From an optimization exercise on the open Yosys and OpenROAD flow, aimed at small area, a short achievable clock period and few clock cycles per item; shortcuts taken in it are not production practice.
Function was checked by simulation only, so behaviour that the tests miss may differ from the original.
No activity file was given, so power comes from the tool's default toggle rates.

==> flow/design.v <==
module fastpfor_planner (
    input  wire         clk,
    input  wire         rst,
    input  wire         in_valid,
    output wire         in_ready,
    input  wire [127:0] in_data,
    output wire         out_valid,
    input  wire         out_ready,
    output wire [5:0]   out_bw,
    output wire [7:0]   out_cex,
    output wire [5:0]   out_maxb
);
    function [5:0] bitlen;
        input [31:0] v;
        integer i;
        begin
            bitlen = 6'd0;
            for (i = 0; i < 32; i = i + 1)
                if (v[i]) bitlen = i[5:0] + 6'd1;
        end
    endfunction
    function [14:0] add15;
        input [14:0] a, b;
        input        ci;
        reg [15:0] g, p, gg, pp, g2, p2;
        integer i, s;
        begin
            g = {a & b, ci};
            p = {a ^ b, 1'b0};
            gg = g;
            pp = p;
            for (s = 1; s < 16; s = s * 2) begin
                g2 = gg;
                p2 = pp;
                for (i = 0; i < 16; i = i + 1)
                    if ((i / s) % 2 == 1) begin
                        g2[i] = gg[i] | (pp[i] & gg[(i / s) * s - 1]);
                        p2[i] = pp[i] & pp[(i / s) * s - 1];
                    end
                gg = g2;
                pp = p2;
            end
            add15 = p[15:1] ^ gg[14:0];
        end
    endfunction
    localparam S_ACC  = 1'b0;
    localparam S_READ = 1'b1;
    reg        state;
    reg        rfirst;     
    reg        first;      
    reg        clr;        
    reg        rdy;        
    reg [5:0]  abeat;      
    reg [5:0]  mxb;        
    reg [5:0]  mnb;        
    reg [5:0]  sb;         
    reg [5:0]  sm;         
    reg        ov;
    reg [5:0]  maxb;
    reg [5:0]  bestb;
    reg [7:0]  bestc;
    assign in_ready  = rdy;
    assign out_valid = ov;
    assign out_bw    = bestb;
    assign out_cex   = bestc;
    assign out_maxb  = maxb;
    reg [23:0] bl;         
    reg        bv;         
    reg        blast;      
    wire offer = in_valid && rdy;
    wire take  = offer && !rst;
    always @(posedge clk) begin
        bl    <= offer ? {bitlen(in_data[127:96]), bitlen(in_data[95:64]),
                          bitlen(in_data[63:32]),  bitlen(in_data[31:0])} : 24'd0;
        blast <= take && (abeat == 6'd63);
    end
    wire [255:0] cg;
    genvar k;
    generate
        for (k = 0; k < 32; k = k + 1) begin : g_cnt
            reg  [7:0] cnt;
            wire t0 = bl[5:0]   > k;
            wire t1 = bl[11:6]  > k;
            wire t2 = bl[17:12] > k;
            wire t3 = bl[23:18] > k;
            wire [7:0] c = cnt & {8{~clr}};
            wire a0 = c[0] ^ t0 ^ t1;
            wire ca = (c[0] & t0) | (c[0] & t1) | (t0 & t1);
            wire s0 = a0 ^ t2 ^ t3;
            wire cb = (a0 & t2) | (a0 & t3) | (t2 & t3);
            wire s1 = c[1] ^ ca ^ cb;
            wire cc = (c[1] & ca) | (c[1] & cb) | (ca & cb);
            always @(posedge clk)
                cnt <= {c[7] ^ (cc & (&c[6:2])),
                        c[6] ^ (cc & (&c[5:2])),
                        c[5] ^ (cc & (&c[4:2])),
                        c[4] ^ (cc & (&c[3:2])),
                        c[3] ^ (cc & c[2]),
                        c[2] ^ cc,
                        s1, s0};
            assign cg[8*k +: 8] = cnt;
        end
    endgenerate
    wire [5:0] l0 = bl[5:0], l1 = bl[11:6], l2 = bl[17:12], l3 = bl[23:18];
    wire g01 = l0 > l1, g02 = l0 > l2, g03 = l0 > l3;
    wire g12 = l1 > l2, g13 = l1 > l3, g23 = l2 > l3;
    wire q0 = !(l1 > l0) && !(l2 > l0) && !(l3 > l0);
    wire q1 = (l1 > l0) && !(l2 > l1) && !(l3 > l1);
    wire q2 = (l2 > l0) && (l2 > l1) && !(l3 > l2);
    wire q3 = !q0 && !q1 && !q2;
    wire [5:0] bmx = ({6{q0}} & l0) | ({6{q1}} & l1) | ({6{q2}} & l2) | ({6{q3}} & l3);
    wire upx = clr || (q0 && l0 > mxb) || (q1 && l1 > mxb) ||
                      (q2 && l2 > mxb) || (q3 && l3 > mxb);
    wire p0 = !g01 && !g02 && !g03;
    wire p1 = g01 && !g12 && !g13;
    wire p2 = g02 && g12 && !g23;
    wire p3 = !p0 && !p1 && !p2;
    wire [5:0] bmn = ({6{p0}} & l0) | ({6{p1}} & l1) | ({6{p2}} & l2) | ({6{p3}} & l3);
    wire upn = clr || (p0 && l0 < mnb) || (p1 && l1 < mnb) ||
                      (p2 && l2 < mnb) || (p3 && l3 < mnb);
    always @(posedge clk) begin
        if (upx) mxb <= bmx;
        if (bv && upn) mnb <= bmn;
    end
    wire [263:0] cgs   = {cg, 8'd0};
    wire [5:0]   idx   = rfirst ? mxb : sb;     
    wire         any   = (mxb != mnb);          
    wire [5:0]   rem1  = idx - mnb;             
    wire         rlast = !any || (rem1 == 6'd1);   
    wire         go    = (state == S_READ) && !(rfirst && ov);
    wire         start = go && rfirst;
    wire         done  = go && rlast;
    reg        rv, rl;
    reg [7:0]  rc;
    reg [5:0]  rm;
    reg [4:0]  rb;
    reg        mv, ml;
    reg [7:0]  mc;
    reg [4:0]  mb;
    reg [14:0] ms, mk;
    reg [13:0] bestcost;   
    reg [14:0] pp0, pp1, pp2, pp3, pp4, pp5, pb;
    reg [14:0] s1a, c1a, s1b, c1b, s2, c2, s3, c3, s4, c4;
    always @(*) begin
        pp0 = {7'd0, rc & {8{rm[0]}}};
        pp1 = {6'd0, rc & {8{rm[1]}}, 1'b0};
        pp2 = {5'd0, rc & {8{rm[2]}}, 2'b0};
        pp3 = {4'd0, rc & {8{rm[3]}}, 3'b0};
        pp4 = {3'd0, rc & {8{rm[4]}}, 4'b0};
        pp5 = {2'd0, rc & {8{rm[5]}}, 5'b0};
        pb  = {2'd0, rb, 8'd0};
        s1a = pp0 ^ pp1 ^ pp2;
        c1a = {(pp0 & pp1 | pp0 & pp2 | pp1 & pp2), 1'b0};
        s1b = pp3 ^ pp4 ^ pp5;
        c1b = {(pp3 & pp4 | pp3 & pp5 | pp4 & pp5), 1'b0};
        s2  = s1a ^ c1a ^ s1b;
        c2  = {(s1a & c1a | s1a & s1b | c1a & s1b), 1'b0};
        s3  = s2 ^ c2 ^ c1b;
        c3  = {(s2 & c2 | s2 & c1b | c2 & c1b), 1'b0};
        s4  = s3 ^ c3 ^ pb;
        c4  = {(s3 & c3 | s3 & pb | c3 & pb), 1'b0};
    end
    wire [14:0] nb = ~{1'b0, bestcost};
    wire [14:0] dx = ms ^ mk ^ nb;
    wire [14:0] dy = {(ms & mk | ms & nb | mk & nb), 1'b0};
    wire [14:0] dd = add15(dx, dy, 1'b1);
    wire        lt = dd[14];
    wire [14:0] cost = add15(ms, mk, 1'b0);
    always @(posedge clk) begin
        rc <= cgs[8*idx +: 8];
        rm <= rfirst ? 6'd8 : sm;
        rb <= idx[4:0] - 5'd1;
        ms <= s4;
        mk <= c4;
        mc <= rc;
        mb <= rb;
        if (go) begin
            sb <= idx - 6'd1;
            sm <= rfirst ? 6'd10 : sm + 6'd1;
        end
        if (start) begin
            maxb     <= mxb;
            bestb    <= mxb;
            bestc    <= 8'd0;
            bestcost <= {mxb, 8'd0};
        end else if (mv && lt) begin
            bestcost <= cost[13:0];
            bestb    <= {1'b0, mb};
            bestc    <= mc;
        end
    end
    reg state_n, first_n, done_n;
    always @(*) begin
        state_n = state;
        if (state == S_ACC) begin
            if (blast) state_n = S_READ;
        end else if (done) begin
            state_n = S_ACC;
        end
        first_n = first;
        if (bv)
            first_n = 1'b0;
        else if (done)
            first_n = 1'b1;
        done_n = (state == S_READ) && go && any && (rem1 == 6'd2);
    end
    always @(posedge clk) begin
        if (rst) begin
            state  <= S_ACC;
            rfirst <= 1'b0;
            first  <= 1'b1;
            clr    <= 1'b1;
            rdy    <= 1'b1;
            abeat  <= 6'd0;
            bv     <= 1'b0;
            ov     <= 1'b0;
            rv     <= 1'b0;
            rl     <= 1'b0;
            mv     <= 1'b0;
            ml     <= 1'b0;
        end else begin
            state  <= state_n;
            rfirst <= (state == S_ACC) ? blast : (rfirst && !go);
            first  <= first_n;
            clr    <= done_n || (state_n == S_ACC && first_n);
            if (take) abeat <= abeat + 6'd1;
            bv     <= take;
            if (state == S_ACC)
                rdy <= !(take && abeat == 6'd63) && !blast;
            else
                rdy <= go && (!any || rem1 <= 6'd3);
            rv <= go && any;
            rl <= rlast;
            mv <= rv;
            ml <= rv && rl;
            if (start && !any)
                ov <= 1'b1;
            else if (mv && ml)
                ov <= 1'b1;
            else if (out_ready)
                ov <= 1'b0;
        end
    end
endmodule
==> flow/config.mk <==
export PLATFORM = sky130hd
export DESIGN_NAME = fastpfor_planner
export DESIGN_NICKNAME = fastpfor_planner
export VERILOG_FILES = /design/flow/design.v
export SDC_FILE = /design/flow/constraint.sdc
export NUM_CORES = 4
export LEC_CHECK = 0
export CAP_MARGIN = 20
export CORE_MARGIN = 2
export CORE_UTILIZATION = 40
export CTS_CLUSTER_DIAMETER = 100
export CTS_CLUSTER_SIZE = 25
export SLEW_MARGIN = 20
==> flow/constraint.sdc <==
create_clock -name core_clock -period 12.0 [get_ports {clk}]
set_input_delay 2.4000 -clock core_clock [delete_from_list [all_inputs] [get_ports {clk}]]
set_output_delay 2.4000 -clock core_clock [all_outputs]
set_load 0.01 [all_outputs]
standard.sh (not shown) runs the stock make flow with config.mk's settings and CLKGATE_MAP_FILE= SYNTH_SCRIPT=/design/flow/synth_recipe.tcl, a recipe that flattens the netlist after the stock synthesis.
==> flow/flow/run.sh <==
#!/bin/bash
set -euo pipefail
bash standard.sh finish \
    "SETUP_SLACK_MARGIN=${MARGIN:-8.5}" \
    "BUFFER_PORTS_ARGS=-buffer_cell sky130_fd_sc_hd__buf_2" \
    > flow_make.log 2>&1
Testbench counts at the start, summed over its fixed seeds: cycles 39,640, blocks 512.
==> next run, changes <==
--- a/flow/design.v
+++ b/flow/design.v
@@ -55,5 +55,5 @@
     reg [5:0]  mnb;        
     reg [5:0]  sb;         
-    reg [5:0]  sm;         
+    reg [5:0]  cm;         
     reg        ov;
     reg [5:0]  maxb;
@@ -105,11 +105,10 @@
     wire g01 = l0 > l1, g02 = l0 > l2, g03 = l0 > l3;
     wire g12 = l1 > l2, g13 = l1 > l3, g23 = l2 > l3;
-    wire q0 = !(l1 > l0) && !(l2 > l0) && !(l3 > l0);
-    wire q1 = (l1 > l0) && !(l2 > l1) && !(l3 > l1);
-    wire q2 = (l2 > l0) && (l2 > l1) && !(l3 > l2);
+    wire q0 = g01 && g02 && g03;
+    wire q1 = !g01 && g12 && g13;
+    wire q2 = !g02 && !g12 && g23;
     wire q3 = !q0 && !q1 && !q2;
     wire [5:0] bmx = ({6{q0}} & l0) | ({6{q1}} & l1) | ({6{q2}} & l2) | ({6{q3}} & l3);
-    wire upx = clr || (q0 && l0 > mxb) || (q1 && l1 > mxb) ||
-                      (q2 && l2 > mxb) || (q3 && l3 > mxb);
+    wire upx = clr || l0 > mxb || l1 > mxb || l2 > mxb || l3 > mxb;
     wire p0 = !g01 && !g02 && !g03;
     wire p1 = g01 && !g12 && !g13;
@@ -117,6 +116,5 @@
     wire p3 = !p0 && !p1 && !p2;
     wire [5:0] bmn = ({6{p0}} & l0) | ({6{p1}} & l1) | ({6{p2}} & l2) | ({6{p3}} & l3);
-    wire upn = clr || (p0 && l0 < mnb) || (p1 && l1 < mnb) ||
-                      (p2 && l2 < mnb) || (p3 && l3 < mnb);
+    wire upn = clr || l0 < mnb || l1 < mnb || l2 < mnb || l3 < mnb;
     always @(posedge clk) begin
         if (upx) mxb <= bmx;
@@ -132,7 +130,5 @@
     wire         done  = go && rlast;
     reg        rv, rl;
-    reg [7:0]  rc;
-    reg [5:0]  rm;
-    reg [4:0]  rb;
+    reg [7:0]  rc;         
     reg        mv, ml;
     reg [7:0]  mc;
@@ -143,11 +139,11 @@
     reg [14:0] s1a, c1a, s1b, c1b, s2, c2, s3, c3, s4, c4;
     always @(*) begin
-        pp0 = {7'd0, rc & {8{rm[0]}}};
-        pp1 = {6'd0, rc & {8{rm[1]}}, 1'b0};
-        pp2 = {5'd0, rc & {8{rm[2]}}, 2'b0};
-        pp3 = {4'd0, rc & {8{rm[3]}}, 3'b0};
-        pp4 = {3'd0, rc & {8{rm[4]}}, 4'b0};
-        pp5 = {2'd0, rc & {8{rm[5]}}, 5'b0};
-        pb  = {2'd0, rb, 8'd0};
+        pp0 = {7'd0, rc & {8{cm[0]}}};
+        pp1 = {6'd0, rc & {8{cm[1]}}, 1'b0};
+        pp2 = {5'd0, rc & {8{cm[2]}}, 2'b0};
+        pp3 = {4'd0, rc & {8{cm[3]}}, 3'b0};
+        pp4 = {3'd0, rc & {8{cm[4]}}, 4'b0};
+        pp5 = {2'd0, rc & {8{cm[5]}}, 5'b0};
+        pb  = {2'd0, sb[4:0], 8'd0};
         s1a = pp0 ^ pp1 ^ pp2;
         c1a = {(pp0 & pp1 | pp0 & pp2 | pp1 & pp2), 1'b0};
@@ -169,13 +165,11 @@
     always @(posedge clk) begin
         rc <= cgs[8*idx +: 8];
-        rm <= rfirst ? 6'd8 : sm;
-        rb <= idx[4:0] - 5'd1;
         ms <= s4;
         mk <= c4;
         mc <= rc;
-        mb <= rb;
+        mb <= sb[4:0];
         if (go) begin
             sb <= idx - 6'd1;
-            sm <= rfirst ? 6'd10 : sm + 6'd1;
+            cm <= rfirst ? 6'd8 : (cm == 6'd8) ? 6'd10 : cm + 6'd1;
         end
         if (start) begin
The new run went through all stages and came out clean.
Clock-buffer cell count stays the same.
Worst setup slack degrades by 0.015 ns.
Final cell count went down by a few percent.
Power goes down by a few percent.
Maximum frequency is lower slightly.
Routed wire length falls slightly.
Design area is lower slightly.
Clock power is about the same.
Flip-flop and latch count fell by 11.
Worst hold slack improved by 0.017 ns.
Combinational power is lower by a little under a tenth.
Testbench counts after the change, summed over its fixed seeds: cycles 39,640, blocks 512.

[port drivers added, routing unchanged]
Ports are ideal in the flow. The routed layouts listed here were re-timed in OpenROAD.
Step 1 sets driving cells, clkbuf_16 on the clock port and buf_2 on the other inputs (assumed; they add their load-dependent delay and slew).
Step 2 times the ports against the registers' clock, not the clock port: input delays grow and output delays shrink by t, the midpoint of the rising clock arrivals with the driver on.
Slacks: ideal ports / drivers / drivers and shift; pairs: ideal ports / drivers.
run	shift t [ns]	setup WS [ns]	latest minus earliest clock arrival (ns)	worst register clock-pin slew, ns	worst slew at a driven data input, ns
the first run	0.606	8.516 / 8.458 / 8.145	0.020 / 0.020	0.11 / 0.11	0.07
the second run	0.614	8.501 / 8.442 / 8.118	0.018 / 0.018	0.11 / 0.11	0.09
After both steps setup and hold are still met in every run listed. The setup slack of the second run, which loses most, moves by -0.059 ns with the drivers and by -0.383 ns with both steps.
